What follows belongs to an exercise in optimizing a design on an open flow for small area, a short achievable clock period and few clock cycles; a production flow would make more cautious choices. In this exercise RTL edits were held to simulation tests only and were not proved equivalent to the original. No activity file was given, so power comes from the tool's default toggle rates.

==> flow/design.v <==
module e803_au (
    input             clk,
    input             rst,         
    input             in_valid,
    output            in_ready,
    input      [5:0]  in_op,       
    input      [6:0]  in_k,        
    input      [38:0] in_n,        
    output reg        out_valid,
    output reg        out_we,      
    output     [38:0] out_wdata,   
    output reg        out_taken,   
    output reg [38:0] acc,
    output reg [37:0] ar,
    output reg        ovr
);
    localparam S_IDLE  = 3'd0;
    localparam S_SHIFT = 3'd1;
    localparam S_MUL   = 3'd2;
    localparam S_DIV   = 3'd3;
    localparam S_CHK   = 3'd4;
    localparam S_FIN   = 3'd5;
    reg  [2:0]  state;
    reg  [2:0]  op5;        
    reg  [6:0]  cnt;
    reg         dneg;       
    reg         qneg;       
    reg         full;       
    reg         xf;         
    reg         asign;      
    reg  [38:0] w;          
    reg  [38:0] r;          
    assign in_ready  = (state == S_IDLE);
    assign out_wdata = w;
    wire        accept = in_valid && (state == S_IDLE);
    wire [2:0]  grp    = in_op[5:3];
    wire [2:0]  fn     = in_op[2:0];
    wire        g5     = (grp == 3'd5);
    wire        fin    = (state == S_FIN);
    wire        rdar   = g5 && (fn == 3'd7);
    wire        selq   = fin || rdar;
    wire [38:0] a_base = selq ? {acc[0] & fin, ar} : acc;
    wire        fin_neg = fin && (op5 == 3'd6) && qneg;
    wire        fin_cin = fin && (op5 == 3'd6) && (qneg ^ xf);
    reg         enA, invA, enB, invB, cinA;
    always @(*) begin
        enA = 1'b0; invA = 1'b0; enB = 1'b0; invB = 1'b0; cinA = 1'b0;
        if (fin) begin
            enA = 1'b1; invA = fin_neg; cinA = fin_cin;
        end else if (rdar) begin
            enA = 1'b1;
        end else begin
            case (fn)
            3'd0: begin enA = ~grp[0]; enB = grp[0]; end
            3'd1: begin enA = ~grp[0]; invA = ~grp[0]; enB = grp[0]; invB = grp[0]; cinA = 1'b1; end
            3'd2: begin enB = 1'b1; cinA = 1'b1; end
            3'd4: begin enA = 1'b1; enB = 1'b1; end
            3'd5: begin enA = 1'b1; enB = 1'b1; invB = 1'b1; cinA = 1'b1; end
            3'd7: begin enA = 1'b1; invA = 1'b1; enB = 1'b1; cinA = 1'b1; end
            default: ;
            endcase
        end
    end
    wire [39:0] opA   = ({a_base[38], a_base} & {40{enA}}) ^ {40{invA}};
    wire [39:0] opB   = ({in_n[38], in_n}     & {40{enB}}) ^ {40{invB}};
    wire [39:0] asum  = opA + opB + {39'd0, cinA};
    wire [38:0] f_res = (fn == 3'd3 && !selq) ? (acc & in_n) : asum[38:0];
    wire        f_ovf = (fn != 3'd3) && (asum[39] ^ asum[38]);
    wire        sh_op  = g5 && (fn == 3'd0 || fn == 3'd1 || fn == 3'd4 || fn == 3'd5);
    wire        sh_dbl = ~fn[0];                     
    wire [6:0]  k_cl   = sh_dbl ? ((in_k > 7'd78) ? 7'd78 : in_k)
                                : ((in_k > 7'd40) ? 7'd40 : in_k);
    wire [2:0]  cur_op = (state == S_IDLE) ? fn : op5;
    wire        sh_one = (state == S_IDLE) && k_cl[0];    
    wire        sh_left = cur_op[2];                 
    wire        sh_single = cur_op[0];               
    wire        n_zero = (in_n == 39'd0);
    wire        s_d    = acc[38];
    wire [36:0] u_hi   = {1'b0, acc[37:2] ^ {36{s_d}}};      
    wire        ci_inv = ~in_n[38];
    wire [39:0] cmp    = {3'b000, u_hi} + ({in_n[38], in_n} ^ {40{ci_inv}}) + {39'd0, ci_inv};
    wire        skip   = cmp[39];                             
    wire        m_div  = (state == S_DIV);
    wire        m_chk  = (state == S_CHK);
    wire        m_last = (state == S_MUL) && (cnt == 7'd0);
    wire        b1     = (state == S_MUL) && r[0];
    wire        b2     = (state == S_MUL) && r[1];
    wire        srl_z  = (cur_op == 3'd1);
    wire [39:0] wx     = {w[38], w};
    wire        e1     = m_div && (acc[38] ^ dneg);
    wire        e2     = acc[37] ^ dneg;
    wire        x1     = m_div && ~(r[38] ^ w[38]);
    wire        en1    = m_div || b1;
    wire [39:0] in1    = (m_div || m_chk) ? {r, e1} : {acc[38] & ~srl_z, acc};
    wire [39:0] s1     = in1 + ((wx & {40{en1}}) ^ {40{x1}}) + {39'd0, x1};
    wire        x2     = m_div ? ~(s1[38] ^ w[38]) :
                         m_chk ? (~r[38] & ~w[38]) : (b2 && m_last);
    wire        en2    = m_div || (m_chk && ~r[38]) || b2;
    wire [39:0] in2    = m_div ? {s1[38:0], e2} : {s1[39], s1[39:1]};
    wire [39:0] s2     = in2 + ((wx & {40{en2}}) ^ {40{x2}}) + {39'd0, x2};
    wire        q1     = ~s1[39];
    wire        q2     = ~s2[39];
    wire [39:0] q40    = {acc[1:0], ar};
    wire        q_hz   = (q40[39:38] == 2'b00);
    wire        q_lo1  = &q40[37:0];
    wire        q_lo0  = ~|q40[37:0];
    wire        q_lt   = q_hz && !(xf && q_lo1);                   
    wire        q_eq   = ((q40[39:38] == 2'b01) && q_lo0 && !xf) ||
                         (q_hz && q_lo1 && xf);                    
    wire        div_ovf = full || !(q_lt || (qneg && q_eq));
    wire        mul_ovf = !((&{xf, acc}) || ~(|{xf, acc}));
    wire        fin_ovf = (op5 == 3'd6) ? div_ovf : mul_ovf;
    wire        lsh_ovf = sh_one ? (acc[38] ^ acc[37])
                                 : !((&acc[38:36]) || ~(|acc[38:36]));
    always @(posedge clk) begin
        if (rst) begin
            state     <= S_IDLE;
            out_valid <= 1'b0;
            acc       <= 39'd0;
            ar        <= 38'd0;
            ovr       <= 1'b0;
        end else begin
            out_valid <= 1'b0;
            case (state)
            S_IDLE: if (in_valid) begin
                out_we    <= 1'b0;
                out_taken <= 1'b0;
                op5       <= fn;
                case (grp)
                3'd0, 3'd1, 3'd2, 3'd3: begin
                    if (grp == 3'd0 || grp == 3'd1) acc <= f_res;
                    if (grp == 3'd3)                acc <= in_n;
                    if (grp == 3'd1) w <= acc;
                    else if (grp != 3'd0) w <= f_res;
                    ovr       <= ovr | f_ovf;
                    out_we    <= (grp != 3'd0);
                    out_valid <= 1'b1;
                end
                3'd4: begin
                    case (fn[2:1])
                        2'd0: out_taken <= 1'b1;
                        2'd1: out_taken <= acc[38];
                        2'd2: out_taken <= (acc == 39'd0);
                        default: begin
                            out_taken <= ovr;
                            ovr       <= 1'b0;
                        end
                    endcase
                    out_valid <= 1'b1;
                end
                3'd5: begin
                    case (fn)
                    3'd0, 3'd1, 3'd4, 3'd5: begin         
                        if (sh_single) ar <= 38'd0;
                        if (k_cl == 7'd0) begin
                            out_valid <= 1'b1;
                        end else begin
                            if (sh_left) begin
                                if (sh_one) acc <= {acc[37:0], sh_single ? 1'b0 : ar[37]};
                                else        acc <= {acc[36:0], sh_single ? 2'b00 : ar[37:36]};
                                if (!sh_single) begin
                                    if (sh_one) ar <= {ar[36:0], 1'b0};
                                    else        ar <= {ar[35:0], 2'b00};
                                end
                                ovr <= ovr | lsh_ovf;
                            end else begin
                                if (sh_one) acc <= s2[38:0];
                                else        acc <= s2[39:1];
                                if (!sh_single) begin
                                    if (sh_one) ar <= {s1[0], ar[37:1]};
                                    else        ar <= {s2[0], s1[0], ar[37:2]};
                                end
                            end
                            cnt <= k_cl - (sh_one ? 7'd1 : 7'd2);
                            if (k_cl <= 7'd2) out_valid <= 1'b1;
                            else              state     <= S_SHIFT;
                        end
                    end
                    3'd2, 3'd3: begin                     
                        w     <= in_n;
                        r     <= {acc[37:0], 1'b0};
                        asign <= acc[38];
                        acc   <= 39'd0;
                        cnt   <= 7'd19;
                        state <= S_MUL;
                    end
                    3'd6: begin                           
                        if (n_zero) begin
                            acc       <= 39'd0;
                            ar        <= 38'd0;
                            ovr       <= 1'b1;
                            out_valid <= 1'b1;
                        end else begin
                            w    <= in_n;
                            dneg <= acc[38];
                            qneg <= acc[38] ^ in_n[38];
                            full <= ~skip;
                            xf   <= 1'b0;
                            if (skip) begin
                                r   <= {2'b00, u_hi};
                                acc <= {acc[1:0], ar[37:1]};
                                ar  <= {ar[0], ar[36:0]};
                                cnt <= 7'd19;
                            end else begin
                                r   <= 39'd0;
                                acc <= {acc[37:0], ar[37]};
                                ar  <= {ar[36:0], 1'b0};
                                cnt <= 7'd37;
                            end
                            state <= S_DIV;
                        end
                    end
                    default: begin                        
                        acc       <= f_res;
                        out_valid <= 1'b1;
                    end
                    endcase
                end
                default: begin                            
                    out_valid <= 1'b1;
                end
                endcase
            end
            S_SHIFT: begin
                if (sh_left) begin
                    acc <= {acc[36:0], sh_single ? 2'b00 : ar[37:36]};
                    if (!sh_single) ar <= {ar[35:0], 2'b00};
                    ovr <= ovr | lsh_ovf;
                end else begin
                    acc <= s2[39:1];
                    if (!sh_single) ar <= {s2[0], s1[0], ar[37:2]};
                end
                cnt <= cnt - 7'd2;
                if (cnt == 7'd2) begin
                    out_valid <= 1'b1;
                    state     <= S_IDLE;
                end
            end
            S_MUL: begin
                cnt <= cnt - 7'd1;
                if (cnt != 7'd0) begin
                    acc <= s2[39:1];
                    ar  <= {s2[0], s1[0], ar[37:2]};
                    r   <= {asign, asign, r[38:2]};
                end else begin
                    acc <= s2[38:0];
                    ar  <= {s1[0], ar[37:1]};
                    if (op5 == 3'd2) begin                
                        ovr       <= ovr | (s2[39] ^ s2[38]);
                        out_valid <= 1'b1;
                        state     <= S_IDLE;
                    end else begin
                        xf    <= s2[39];
                        state <= S_FIN;
                    end
                end
            end
            S_DIV: begin
                r   <= s2[38:0];
                acc <= {acc[36:0], ar[37:36]};
                ar  <= {ar[35:0], q1, q2};
                cnt <= cnt - 7'd1;
                if (cnt == 7'd0)
                    state <= dneg ? S_CHK : S_FIN;
            end
            S_CHK: begin
                xf    <= &s2;
                state <= S_FIN;
            end
            default: begin                                
                acc       <= f_res;
                ar        <= 38'd0;
                ovr       <= ovr | fin_ovf;
                out_valid <= 1'b1;
                state     <= S_IDLE;
            end
            endcase
        end
    end
endmodule
==> flow/run.sh <==
#!/bin/bash
# synth_recipe.tcl (not shown) runs the flow's synth.tcl, then flattens the netlist and writes it again
# the make line also repeats each setting of config.mk as NAME=value (left out here)
make -C /OpenROAD-flow-scripts/flow DESIGN_CONFIG=/design/flow/config.mk WORK_HOME=/design/flow/orfs CLKGATE_MAP_FILE= SYNTH_SCRIPT=/design/flow/synth_recipe.tcl finish
==> flow/config.mk <==
export PLATFORM = sky130hd
export DESIGN_NAME = e803_au
export DESIGN_NICKNAME = e803_au
export VERILOG_FILES = /design/flow/design.v
export SDC_FILE = /design/flow/constraint.sdc
export NUM_CORES = 4
export LEC_CHECK = 0
export CAP_MARGIN = 20
export CORE_MARGIN = 2
export CORE_UTILIZATION = 25
export SLEW_MARGIN = 20
==> flow/constraint.sdc <==
create_clock -name core_clock -period 10.0 [get_ports {clk}]
set_input_delay 2.0000 -clock core_clock [delete_from_list [all_inputs] [get_ports {clk}]]
set_output_delay 2.0000 -clock core_clock [all_outputs]
set_load 0.01 [all_outputs]
==> results.txt <==
cells in the final DEF, fill, tap and decap left out, types with 95 or more instances in the layout:
master             n
nor3_1           127
buf_4            154
xnor2_1          138
o21ai_0          291
mux2i_1           97
a211oi_1         107
nand2_1          459
xor2_1           126
clkdlybuf4s50_1  172
edfxtp_1          95
ha_1             157
a21oi_1          409
a31oi_1          101
nor2_1           442
nand3_1           98
state kept, by name, indices dropped and copies added (netlist names), 3 cells and up:
register  count
acc          39
r            39
w            39
ar           38
cnt           7
op5           3
state         3
worst max-delay path, delay by kind of cell (launching register included):
family	cells	cell delay (ns)
simple gates	17	3.84
buf+inv	4	1.06
fa+ha+maj	4	1.32
xor+xnor	2	0.28
mux	1	0.08
flops	1	0.44
compound gates	10	2.01
metal layers:
metal | share of wire, % | track usage [%] | up-vias
met4 | 4.9 | 10.34 | 2
met2 | 42 | 36.34 | 2381
met3 | 12 | 6.114 | 456
met5 | 0.065 | 0.7660 | -
li1 | - | - | 14920
met1 | 41 | 33.35 | 15680
power breakdown:
group          total, uW  switching (uW)  internal [uW]  leakage (uW)
combinational       3960            2680           1280        0.0104
sequential          1020             125            894       0.00154
clock                730             394            336      0.000288
cells in the mapped netlist, drive strengths merged, types with 44 or more instances:
cell | n | area (um2)
o21ai | 303 | 1535
nand3 | 99 | 495.5
mux2 | 44 | 495.5
a21oi | 417 | 2098
a21o | 62 | 469.2
and3 | 62 | 391.6
nand2 | 461 | 1730
nor3 | 128 | 640.6
nand4 | 47 | 294.0
dfxtp | 82 | 1642
inv | 56 | 210.2
a22oi | 78 | 585.6
edfxtp | 95 | 2853
nor2b | 64 | 400.4
a31oi | 101 | 631.9
xnor2 | 141 | 1235
clkbuf | 338 | 1319
buf | 45 | 201.4
mux2i | 98 | 980.9
nor4 | 44 | 275.3
xor2 | 126 | 1104
ha | 157 | 1964
nor2 | 447 | 1678
a211oi | 111 | 855.8
final timing paths:
path / cells after the start / startpoint / slack (ns) / end
max: 38 / w[38]$_DFFE_PP_ / 0.76 / xf$_DFFE_PP_
min reg2reg: 2 / r[2]$_DFFE_PP_ / 0.61 / r[0]$_DFFE_PP_
max reg2reg: 38 / w[38]$_DFFE_PP_ / 0.76 / xf$_DFFE_PP_
min: 2 / r[2]$_DFFE_PP_ / 0.61 / r[0]$_DFFE_PP_
metrics by stage:
step	worst slack, ns	cells
2_1_floorplan	0.01747	4041
3_3_place_gp	0.8349	5475
3_5_place_dp	0.7478	5476
4_1_cts	0.6854	5508
5_1_grt	0.02316	5508
6_report	0.7574	5512
cell type report:
type / instances / share of cell area (%)
tap: 1488 / 5.848
timing repair buffer: 330 / 9.149
multi-input combinational: 3423 / 68.32
sequential: 177 / 14.13
clock inverter: 14 / 0.4952
clock buffer: 18 / 1.348
antenna: 4 / 0.03144
inverter: 58 / 0.6838
logic make-up after synthesis:
kind of cell / share of synthesized area (%)
buffers and inverters: 6.256
AND/OR/NAND/NOR: 23.53
flip-flops: 16.18
XOR/XNOR: 8.504
adder cells (fa/ha/maj): 7.468
AO/OA/AOI/OAI: 32.73
multiplexers: 5.315
other: 0.01350
timing repair:
action	in CTS	in global routing
endpoints found under the setup margin	0	1
setup buffers	0	0
resized for setup	0	2
==> out/metrics.yaml <==
status:
  outcome: "timing/DRC/antenna clean"
timing:
  hold_viol: 0
  whs_ns: 0.6150
  finalCriticalPeriod_ns: 9.243
  setup_viol: 0
  finalCritPeriodShare_pct: 92.43
  worst_pin_slew_ns: 1.250
  slew_headroom_pct: 16.40
  rsz0062_at_grt: "false"
  max_freq_mhz: 108.2
  slew_violations: 0
  skew_ns: 0.01803
  tns_ns: 0
layout:
  post-route-util_pct: 28.81
  stdcell_area_um2: 31840
  regArea_um2: 4498
  nets: 4224
  multi_input_area_um2: 21750
  area_delta_synth_final_pct: 14.61
  drive_gt1_share_pct: 7.811
  fillers: 12210
clock_tree:
  cts_tree: "yes"
  htree_levels: 4
  clock-sinks: 177
  path_clk_slew_ns: 0.08
  insertion_delay_ns: 0.52
  cts_hold_buf: 0
  cts_buffer_depth: 2
  numCtsBuffers: 17
  root_buffer: "clkbuf_16"
critical_path:
  arrival_ns: 9.58
  crit_required_ns: 10.34
  criticalPathCategory: "reg -> reg"
  end_kind: "flip-flop"
  path_max_fanout: 29
  critPathSlowestCell: "ha_1"
  critPathMaxStageDelay_ns: 0.47
  start_kind: "flip-flop"
  worst_path_most_repeated_cell: "ha_1"
logic_synthesis:
  synth-edff-count: 95
  syn_nets: 4258
  synthCells: 4041
  postSynthAreaPerCell_um2: 6.874
  yosys_warnings: 1
  ys_seq_area_share_pct: 16.18
  syn_area_um2: 27780
  synth-seq-cells: 177
  synth-async-reset-ratio_pct: 0
  synth-main-ff-cell: "edfxtp_1"
  netlist-cell-type-count: 97
placed_design:
  hpwlAfterDp_um: 106100
  gp_congestion: 0.9655
  port_buffers: 175
  post_dp_cell_area_um2: 31220
global_routing:
  grt_pass1_wl_um: 210100
  grt_max_degree: 85
  antenna_found_initial: 5
  track_usage_pct: 24.47
  grt.overflow.total: 0
  first_global_vias: 30880
detailed_routing:
  vias: 33430
  avgRoutedWirePerCell_um: 26.24
  wl_um: 144700
  drc: 0
  drtAntennaViolNets: 0
  drt_iter0_markers: 4986
  firstDrtPassIters: 11
  vias_per_cell: 6.065
floorplanning:
  coreArea_um2: 110500
  dieArea_um2: 113800
  rows: 122
  io_pins: 176
  initial_core_util_pct: 25.14
  die_w_um: 337.3
  fp.dieH_um: 337.3
job:
  maxCapViolations: 0
hold_path:
  hold_class: "reg -> reg"
power:
  vdd_drop_max_uv: 123.8
  leakage_uw: 0.01220
  power_density_nw_per_um2: 179.4
  total_power_uw: 5712
Testbench counts, summed over its fixed seeds: cycles 100,799.

## re-timing with driven ports
No port has a modelled driver above. Below, the same layout with a new extraction and two added sets of constraints.
Step 1 assumes that a clkbuf_16 drives the clock port and a buf_2 every other input.
Step 2 times the ports against the registers' clock, not the clock port: input delays grow and output delays shrink by t, the midpoint of the rising clock arrivals with the driver on.
Slacks: ideal / step 1 / step 2; pairs: ideal / step 1.
t, ns: 0.570
setup WS [ns]: 0.757 / 0.757 / 0.757
slew at the worst register clock pin (ns): 0.09 / 0.09
worst slew at a driven data input, ns: 0.15
cell pins on the clock port's net: 1
After both steps this run still meets setup and hold. The setup slack of this run moves by 0.000 ns with the drivers and by 0.000 ns with both steps.
